From an optimization exercise on the open Yosys and OpenROAD flow, aimed at small area, a short achievable clock period and few clock cycles per item; shortcuts taken in it are not production practice. Only simulation tests tie the RTL to the original design; equivalence was not proved. Power figures rest on the tool's default switching activity, not on a simulated workload.

File: flow/run.sh
#!/bin/bash
# synth_recipe.tcl (not shown) runs the flow's synth.tcl, then flattens the netlist and writes it again
# the make line also repeats each setting of config.mk as NAME=value (left out here)
make -C /OpenROAD-flow-scripts/flow DESIGN_CONFIG=/design/flow/config.mk WORK_HOME=/design/flow/orfs CLKGATE_MAP_FILE= SYNTH_SCRIPT=/design/flow/synth_recipe.tcl finish
File: flow/design.v
module frame_decoder #(
    parameter MAX_LEN = 64
) (
    input  wire       clk,
    input  wire       rst,
    input  wire       rx_valid,
    output wire       rx_ready,
    input  wire [7:0] rx_data,
    output reg        out_valid,
    input  wire       out_ready,
    output reg  [7:0] out_data,
    output reg  [1:0] out_status,
    output reg        out_last
);
    localparam MAX_SPAN = MAX_LEN + 3;   
    localparam P        = MAX_LEN;       
    localparam R        = P + 2;         
    localparam QD       = 8;             
    localparam ST_OK      = 2'd0;
    localparam ST_BAD     = 2'd1;
    localparam ST_BAD_CRC = 2'd2;
    function [15:0] crc_step(input [15:0] c, input [7:0] b);
        reg [7:0] x;
        begin
            x = c[15:8] ^ b;
            x = x ^ (x >> 4);
            crc_step = (c << 8) ^ ({8'd0, x} << 12) ^ ({8'd0, x} << 5) ^ {8'd0, x};
        end
    endfunction
    reg        rdy;        
    reg        h0;         
    reg [7:0]  d0;
    reg        z0;         
    reg        w_ok;       
    reg        hunt;
    reg [6:0]  slen;       
    reg        s0;         
    reg        sf;         
    reg [6:0]  cnt;        
    reg        c0;         
    reg [5:0]  nt;         
    reg [7:0]  u_new;      
    reg [7:0]  u_old;      
    reg [15:0] crc;        
    reg        in_dp;      
    reg [8:0]  ring [0:R-1];   
    reg [6:0]  wl;         
    reg        wl_last;    
    reg [6:0]  rl;         
    reg        rl0;        
    reg        l0;         
    reg        l1;         
    reg        lfull;      
    reg        ldir;       
    reg [QD-1:0] q;        
    reg [QD-1:0] qv;       
    assign rx_ready = rdy;
    wire       q_ne    = qv[0];
    wire       go      = h0 & rdy;     
    wire       enter   = go & hunt & z0;
    wire       acc     = go & ~hunt;
    wire       take    = acc & ~z0 & ~sf;
    wire       emit    = take & ~(c0 & s0);
    wire [7:0] e       = c0 ? 8'h00 : d0;
    wire       dwr     = emit & nt[1];
    wire       close   = acc & z0 & ~s0;
    wire       over    = acc & ~z0 & sf;
    wire       bad     = ~c0 | ~nt[5];
    wire       crc_ok  = (crc == {u_new, u_old});
    wire [1:0] verdict = (over | bad) ? ST_BAD : crc_ok ? ST_OK : ST_BAD_CRC;
    wire       mark    = close | over;
    wire       wr      = w_ok & (dwr | mark | ~in_dp);
    wire [8:0] wdata   = dwr  ? {1'b1, u_old} :
                         mark ? {1'b0, 5'd0, 1'b1, verdict} : 9'd0;
    wire [8:0] s       = ring[P];
    wire       s_byte  = s[8];
    wire       s_mark  = ~s[8] & s[2];
    wire       s_fill  = ~s[8] & ~s[2];
    wire       room    = ~out_valid | out_ready;
    wire       r_at    = rl0 & ~l0;
    wire       nx_mark = ~ring[P-1][8] & ring[P-1][2];    
    wire       c_byte  = s_byte & q_ne & ~l1 & (~q[0] | room);
    wire       c_mark  = s_mark & q_ne & (q[0] | room);
    wire       rd      = r_at & (s_fill | c_byte | c_mark);
    wire       emit_d  = r_at & s_byte & q_ne & ~l1 & q[0] & room;
    wire       emit_e  = r_at & s_mark & q_ne & ~q[0] & room;
    wire       emit_m  = r_at & c_mark;                    
    integer k;
    always @(posedge clk) begin
        ring[0] <= wr ? wdata : ring[R-1];
        for (k = 1; k < R; k = k + 1) ring[k] <= ring[k-1];
    end
    wire       up      = wr & ~rd;
    wire       dn      = ~wr & rd;
    wire [6:0] wl_i    = wl_last ? 7'd0 : wl + 1'b1;
    wire       lz_n    = up ? (rl == 7'd0) : dn ? (wl == R - 2) : (l0 | lfull);
    wire       ldir_n  = up | (ldir & ~dn);
    wire       full_n  = lz_n & ldir_n;
    wire       l0_n    = lz_n & ~ldir_n;
    wire       l1_n    = up ? l0 : dn ? (wl == R - 3) : l1;
    wire       w_ok_n  = (wr | wl_last) & ~full_n;
    wire       okb     = (verdict == ST_OK);
    wire       q_ok_n  = ~qv[QD-2];          
    wire       h0_n    = rdy ? rx_valid : h0;
    always @(posedge clk) begin
            if (enter) begin
                slen <= 7'd0;
                s0   <= 1'b1;
                sf   <= 1'b0;
                cnt  <= 7'd0;
                c0   <= 1'b1;
                nt   <= 6'd0;
                crc  <= 16'hFFFF;
            end
            if (take) begin
                slen <= slen + 1'b1;
                s0   <= 1'b0;
                sf   <= (slen == MAX_SPAN - 1);
                if (c0) begin
                    cnt <= d0[7] ? 7'h7F : (d0[6:0] - 1'b1);
                    c0  <= (d0 == 8'h01);
                end else begin
                    cnt <= cnt - 1'b1;
                    c0  <= (cnt == 7'd1);
                end
            end
            if (emit) begin
                if (nt[1]) crc <= crc_step(crc, u_old);
                u_old <= u_new;
                u_new <= e;
                nt    <= {nt[4:0], 1'b1};
            end
    end
    integer j;
    always @(posedge clk) begin
        if (rst) begin
            rdy   <= 1'b1;
            h0    <= 1'b0;
            w_ok  <= 1'b1;
            hunt  <= 1'b1;
            in_dp <= 1'b0;
            wl    <= 7'd0;
            wl_last <= 1'b0;
            rl    <= R - P - 1;
            rl0   <= 1'b0;
            l0    <= 1'b1;
            l1    <= 1'b0;
            lfull <= 1'b0;
            ldir  <= 1'b0;
            qv    <= {QD{1'b0}};
            out_valid <= 1'b0;
        end else begin
            rdy <= ~h0_n | (w_ok_n & q_ok_n);
            h0  <= h0_n;
            if (rdy) begin
                d0 <= rx_data;
                z0 <= (rx_data == 8'h00);
            end
            if (enter) hunt <= 1'b0;
            if (mark)  hunt <= 1'b1;
            if (dwr)  in_dp <= 1'b1;
            if (mark) in_dp <= 1'b0;
            wl      <= wr ? 7'd0 : wl_i;
            wl_last <= ~wr & (wl == R - 2);
            l0      <= l0_n;
            l1      <= l1_n;
            lfull   <= full_n;
            ldir    <= ldir_n;
            w_ok    <= w_ok_n;
            for (j = 0; j < QD; j = j + 1) begin
                if (mark && (emit_m ? (qv[j] && (j == QD - 1 || !qv[j+1]))
                                    : ((j == 0 || qv[j-1]) && !qv[j])))
                    q[j] <= okb;
                else if (emit_m)
                    q[j] <= (j == QD - 1) ? 1'b0 : q[j+1];
                if (emit_m)
                    qv[j] <= (j == QD - 1) ? mark & qv[j] : (qv[j+1] | (mark & qv[j]));
                else
                    qv[j] <= qv[j] | (mark & (j == 0 || qv[j-1]));
            end
            rl  <= rd ? 7'd0 : (rl == R - 1) ? 7'd0 : rl + 1'b1;
            rl0 <= rd | (rl == R - 1);
            if (room) begin
                out_valid  <= emit_d | emit_e;
                out_data   <= s[7:0];
                out_status <= emit_e ? s[1:0] : ST_OK;
                out_last   <= emit_e | nx_mark;
            end
        end
    end
endmodule
File: flow/constraint.sdc
create_clock -name core_clock -period 6.0 [get_ports {clk}]
set_input_delay 1.2000 -clock core_clock [delete_from_list [all_inputs] [get_ports {clk}]]
set_output_delay 1.2000 -clock core_clock [all_outputs]
set_load 0.01 [all_outputs]
File: flow/config.mk
export PLATFORM = sky130hd
export DESIGN_NAME = frame_decoder
export DESIGN_NICKNAME = frame_decoder
export VERILOG_FILES = /design/flow/design.v
export SDC_FILE = /design/flow/constraint.sdc
export NUM_CORES = 4
export LEC_CHECK = 0
export ABC_AREA = 1
export CAP_MARGIN = 20
export CORE_MARGIN = 2
export CORE_UTILIZATION = 60
export CTS_CLUSTER_DIAMETER = 70
export CTS_CLUSTER_SIZE = 26
export PLACE_DENSITY = 0.75
export SETUP_SLACK_MARGIN = 3.7
export SLEW_MARGIN = 20
==> impl_metrics.yaml, run 1 <==
status:
  status: "no timing/DRC/antenna violations"
cts:
  cts_max_level: 2
  clkTransAtPathRegs_ns: 0.09
  cts_buffers: 36
  cts-root-buf: "clkbuf_16"
  ctsHoldBuffers: 0
  clk_latency_ns: 0.54
  clock-sinks: 711
  cts_tree: "built"
  max-clock-path-buffers: 3
worst_setup_path:
  startpoint: "out_data[3]"
  cp_max_fo: 1
  reg2reg_from: "z0"
  critical_path_class: "flip-flop to primary output"
  crit_arrival_ns: 1.10
  worstPathRequired_ns: 4.80
  crit_path_start_kind: "flip-flop"
  path_cells: "buf_2"
  crit_path_end_kind: "primary output"
  critPathBufInv: 1
  critPathMaxStageDelay_ns: 0.40
  path_delay_family: "flip-flops"
  worst_path_max_delay_cell: "edfxtp_1"
routing:
  wirelength_um: 24600
  first_pass_iters: 5
  drt_iter0_markers: 484
  drcViolationCount: 0
  antenna_left: 0
  wl_per_cell_um: 13.5
  viasPerCell: 4.68
  vias: 8492
global_route:
  grt_pass1_wl_um: 40800
  grt_usage: 0.163
  grt_pass1_vias: 8344
  antenna_found_initial: 0
  grt-ovfl-total: 0
  grt_max_degree: 28
cells_and_area:
  final_core_util: 0.670
  fin_cells: 1816
  drive_gt1_frac: 0.0806
  area_growth_pct: 10.4
  num_antenna_cells: 0
  nets: 1437
power_and_ir_drop:
  p_leak_nw: 8.28
  finalPower_mw: 7.71
  ir_drop_uv: 313
  cellPowerDensity_mw_per_mm2: 390
flow_run:
  max-cap-violations: 0
place:
  dp_slack_ns: 2.43
  place_congestion: 0.849
  numPlacedInstances: 1750
  port_buffers: 24
  dp_hpwl_um: 14300
floorplanning:
  pin_count: 25
  core_area_mm2: 0.0296
  die_x_um: 177
  initial_core_util: 0.606
  die_y_um: 177
  die_area_mm2: 0.0313
  rows: 63
logic_synthesis:
  synth_top_cell_by_area: "dfxtp_1"
  synth_most_common_cell: "dfxtp_1"
  ys_seq_area_frac: 0.830
  synth_ff_type: "dfxtp_1"
  synth_warnings: 5
  ys_ff_latch: 711
  syn_area_mm2: 0.0179
  synth_edf_count: 65
  async_flop_share: 0
  syn_nets: 1373
  ys_types: 46
  synthTopCellsByArea: "dfxtp_1 72%, edfxtp_1 11%, nand2_1 3.6%"
  avgSynthCellArea_um2: 13.3
  syn-instance-count: 1348
  yosys-top-cells-count: "646 x dfxtp_1, 174 x nand2_1, 126 x inv_1"
  synth_top_cell_area_share: 0.721
timing:
  maxSlewViolCount: 0
  setup_viol: 0
  period_needed_ns: 2.30
  final.period_utilization: 0.384
  hold_violations: 0
  setup_ws_ns: 3.70
  fin_tns_setup_ns: 0
  fmax_mhz: 434
  finClkSkew_ns: 0.0178
  rsz0062_at_grt: "true"
  relSlewSlack: 0.553
  max_slew.worst_pin.slew_ns: 0.669
hold_path:
  hp-start: "ring[1][3]"
  min_path_type: "flip-flop to flip-flop"
==> worst paths after layout <==
check | to | slack, ns | cells after the start
worst min-delay path | ring[2][3] | 0.32 | 0
worst max-delay path | out_data[3] | 3.70 | 1
worst min register to register | ring[2][3] | 0.32 | 0
worst max register to register | l0 | 3.82 | 13
==> placed cells by master, fill, tap and decap left out, types with 2 or more instances in the layout <==
master           Yosys  layout
nor2_1             102     100
clkinv_2             1       2
buf_4                2      14
inv_1              126     124
nand2_2              5       6
nor4_1               3       3
dfxtp_1            646     644
inv_16               0       3
inv_6                0       3
clkdlybuf4s50_1      0      10
nor3_1              11      11
nand2_4              1       3
nand4_1              6       6
nand2_1            174     171
a221oi_1             2       2
or2_2                4       4
nand3_4              2       3
and2_1               6       6
a31oi_1              4       4
nor2_2               1       3
xnor2_1             14      14
nor3b_1              2       2
o21ai_0             18      16
edfxtp_1            65      65
clkbuf_16            0      38
inv_2                3       5
ha_1                13      11
xor2_1               9       9
a21oi_1             32      32
buf_2                4      12
nand3_1             51      51
clkbuf_1             2       4
o21ai_1             13      14
nand3b_1             3       3
nor2_4               3       3
==> sequential cells by signal, indices dropped and copies added (netlist names), 2 cells and up <==
name	cells
u_old	8
cnt	7
slen	7
wl	7
ring	594
d0	8
qv	8
out_data	8
crc	16
out_status	2
rl	7
nt	6
q	8
u_new	8
==> what timing repair did <==
action | 4_1_cts | 5_1_grt
gates resized for setup | 63 | 7
pin swaps | 6 | 8
setup buffers | 6 | 7
setup endpoints to repair | 54 | 26
cloned | 1 | 0
==> layer usage <==
metal	track usage	wire [um]	up-vias
li1	-	-	4335
met1	0.231	12100	3960
met2	0.259	11000	152
met3	0.0281	1020	45
met4	0.0479	487	0
met5	0	0	-
==> where the power goes <==
part	switching [mW]	internal [mW]
Clock	1.44	1.21
Sequential	0.0356	4.84
Combinational	0.122	0.0664
Total	1.60	6.11
==> logic make-up (layout without fill, tap and decap cells) <==
kind of cell	count (synthesis)	in the layout	share of synthesized area
compound gates	78	78	0.0239
fa+ha+maj	13	13	0.00907
flops	711	711	0.830
xor+xnor	23	23	0.0112
simple gates	378	379	0.0930
buf+inv	145	222	0.0325
==> metrics by stage <==
step	area, um2	hold slack [ns]
global placement	18600	0.310
finish	19800	0.319
CTS	19700	0.320
global route	19800	0.321
floorplan	17900	0.310
detailed placement	18600	0.312
==> layout make-up <==
cell class                      instances  area, um2
Clock buffer                           43        980
Multi-Input combinational cell        493       2530
Timing Repair Buffer                   38        282
Sequential cell                       711      14900
Fill cell                            2043       9760
Clock inverter                          9        124
Tap cell                              390        488
Inverter                              132        502
Testbench counts, summed over its fixed seeds: cycles 46,882, frames 1,200.
==> run 2, diff against run 1 <==
--- a/flow/config.mk
+++ b/flow/config.mk
@@ -6,5 +6,5 @@
 export NUM_CORES = 4
 export LEC_CHECK = 0
-export ABC_AREA = 1
+export ABC_CLOCK_PERIOD_IN_PS = 2300
 export CAP_MARGIN = 20
 export CORE_MARGIN = 2
==> impl_metrics.yaml, run 2 <==
worst_setup_path:
  critical_path_class: "primary input to flip-flop"
  path_cells: "buf_8, nor3b_4, or4_4, buf_6, mux2_2, nand2_2, mux2_4"
  crit_path_start_kind: "primary input"
  cp_max_fo: 3
  critPathBufInv: 2
  worst_path_max_delay_cell: "or4_4"
  reg2reg_from: "hunt"
  startpoint: "out_ready"
  path_delay_family: "simple AND/OR/NAND/NOR gates"
  worstPathRequired_ns: 6.28
  critPathMaxStageDelay_ns: 0.47
  crit_path_end_kind: "flip-flop"
  crit_arrival_ns: 2.58
timing:
  fmax_mhz: 436
  relSlewSlack: 0.500
  setup_viol: 0
  max_slew.worst_pin.slew_ns: 0.749
  fin_tns_setup_ns: 0
  final.period_utilization: 0.382
  maxSlewViolCount: 0
  rsz0062_at_grt: "true"
  hold_violations: 0
  period_needed_ns: 2.29
  finClkSkew_ns: 0.0201
cells_and_area:
  drive_gt1_frac: 0.104
  largest_reg_flops: 594
  regArea_mm2: 0.0149
  multi_input_area_mm2: 0.00258
  area_growth_pct: 11.3
  n_fill_cell: 1902
  num_antenna_cells: 0
  nets: 1212
  layout_common_cells: "642 x dfxtp_1, 65 x edfxtp_1, 53 x nor2_1, 36 x xor2_1, 36 x clkbuf_16"
  final_common_cell: "dfxtp_1"
  fin_area_mm2: 0.0194
  regMostFlops: "ring"
  reg_top3: "ring: 594 flops, crc: 16 flops"
logic_synthesis:
  avgSynthCellArea_um2: 15.6
  synth_most_common_cell: "dfxtp_1"
  synthTopCellsByArea: "dfxtp_1 74%, edfxtp_1 11%, xor2_1 1.8%"
  synth_warnings: 5
  ys_ff_latch: 711
  syn_area_mm2: 0.0175
  syn_nets: 1144
  async_flop_share: 0
  synth_top_cell_area_share: 0.741
  yosys-top-cells-count: "646 x dfxtp_1, 65 x edfxtp_1, 55 x nor2_1"
  ys_seq_area_frac: 0.853
  syn-instance-count: 1119
  synth_ff_type: "dfxtp_1"
  synth_top_cell_by_area: "dfxtp_1"
  ys_types: 54
  synth_edf_count: 65
cts:
  cts_tree: "built"
  clk_latency_ns: 0.55
  clock-sinks: 711
  cts_buffers: 34
  clkTransAtPathRegs_ns: 0.09
  cts-root-buf: "clkbuf_16"
  cts_max_level: 2
  max-clock-path-buffers: 3
status:
  status: "no timing/DRC/antenna violations"
power_and_ir_drop:
  cellPowerDensity_mw_per_mm2: 385
  p_leak_nw: 7.46
  ir_drop_uv: 176
floorplanning:
  die_y_um: 175
  rows: 62
  core_area_mm2: 0.0287
  die_area_mm2: 0.0305
  die_x_um: 175
  initial_core_util: 0.608
  pin_count: 25
routing:
  wl_per_cell_um: 14.4
  wirelength_um: 22800
  drt_iter0_markers: 456
  viasPerCell: 4.74
  first_pass_iters: 4
  drcViolationCount: 0
  vias: 7509
  antenna_left: 0
place:
  place_congestion: 0.787
  place_area_mm2: 0.0182
  dp_hpwl_um: 12300
  port_buffers: 24
global_route:
  use_met1: 0.223
  grt_max_degree: 38
  grt-ovfl-total: 0
  grt_pass1_wl_um: 37500
  antenna_found_initial: 0
  grt_usage: 0.152
  gr-usage-met2: 0.231
  use_met3: 0.0292
  grt_pass1_vias: 7389
  gr-max-usage-layer: "met2"
hold_path:
  hp-start: "ring[21][2]"
  min_path_type: "flip-flop to flip-flop"
flow_run:
  max-cap-violations: 0
-- run 2: cell types whose count changed after synthesis, sizes merged, moves of 15 or more --
cell	before	now
inv	130	18
nand2	180	32
nand3	55	14
nor2	107	55
xnor2	14	29
xor2	9	36
-- run 2: cells by family after synthesis --
| family | count (synthesis) | synth area share |
|---|---|---|
| multiplexers | 13 | 0.00810 |
| flip-flops | 711 | 0.853 |
| AO/OA/AOI/OAI | 86 | 0.0310 |
| AND/OR/NAND/NOR | 194 | 0.0571 |
| adder cells (fa/ha/maj) | 13 | 0.00932 |
| buffers and inverters | 37 | 0.00917 |
| XOR/XNOR | 65 | 0.0326 |
-- run 2: path summary, 6_finish.rpt --
path                      end  slack (ns)  depth (start not counted)
setup reg to reg          rdy        3.75                         11
hold reg to reg   ring[22][2]        0.32                          0
hold / removal    ring[22][2]        0.32                          0
setup / recovery         q[1]        3.71                          7
-- run 2: per-layer routing --
| metal | vias to the layer above | routed length, um |
|---|---|---|
| met4 | 0 | 484 |
| li1 | 3804 | - |
| met1 | 3569 | 11700 |
| met2 | 93 | 9930 |
| met5 | - | 0 |
| met3 | 43 | 728 |
-- run 2: layout make-up --
type                       instances  share of cell area
multi-input combinational        373               0.133
inverter                          18             0.00361
sequential                       711               0.766
tap                              384              0.0247
clock inverter                     7             0.00451
timing repair buffer              49              0.0215
clock buffer                      43              0.0466
-- run 2: power breakdown --
part | switching, mW | leakage [nW] | internal (mW)
Sequential | 0.0321 | 5.81 | 4.82
Clock | 1.39 | 0.484 | 1.10
Combinational | 0.0734 | 1.16 | 0.0671
Total | 1.49 | 7.46 | 5.99
-- run 2: metrics by stage --
| stage | power [mW] | worst slack (ns) | hold slack, ns | util | instances |
|---|---|---|---|---|---|
| 2_1_floorplan | 5.04 | 3.11 | 0.310 | - | 1119 |
| 3_3_place_gp | 5.08 | 2.50 | 0.310 | 0.633 | 1512 |
| 3_5_place_dp | 5.09 | 2.43 | 0.312 | 0.633 | 1512 |
| 4_1_cts | 7.54 | 3.64 | 0.328 | 0.672 | 1577 |
| 5_1_grt | 7.73 | 3.64 | 0.334 | 0.677 | 1585 |
| 6_report | 7.48 | 3.71 | 0.324 | 0.677 | 1585 |
-- run 2: repair_timing --
item | in CTS | in global routing
setup endpoints to repair | 98 | 52
hold buffers | 0 | 0
gates resized for setup | 79 | 15
hold endpoints to repair | 0 | 0
buffers inserted | 13 | 7
gates cloned | 2 | 1
pin swaps | 7 | 4

-- re-timing with driven ports --
In the flow no input, the clock included, has a driving cell. The finished layouts below were timed again as built, in two steps.
Step 1 sets driving cells, clkbuf_16 on the clock port and buf_2 on the other inputs (assumed; they add their load-dependent delay and slew).
Step 2 adds t to the input delays and takes it off the output delays; t is the mean of the earliest and latest rising clock arrival at the registers after step 1. Input paths then give back, and output paths get back, about the clock's delay inside the block.
Three values: ideal ports, drivers, drivers and shift; two values: the first two.
| run | shift t [ns] | slack for setup (ns) | worst hold slack (ns) | slew at the worst register clock pin (ns) | worst slew at a driven data input, ns |
|---|---|---|---|---|---|
| run 1 | 0.579 | 3.698 / 3.652 / 3.255 | 0.319 / 0.319 / 0.319 | 0.09 / 0.09 | 0.03 |
| run 2 | 0.585 | 3.708 / 3.665 / 3.118 | 0.324 / 0.324 / 0.324 | 0.10 / 0.10 | 0.05 |
After both steps setup and hold are still met in every run listed. For run 2, which loses most, drivers alone change the setup slack by -0.043 ns; drivers and shift together by -0.590 ns.
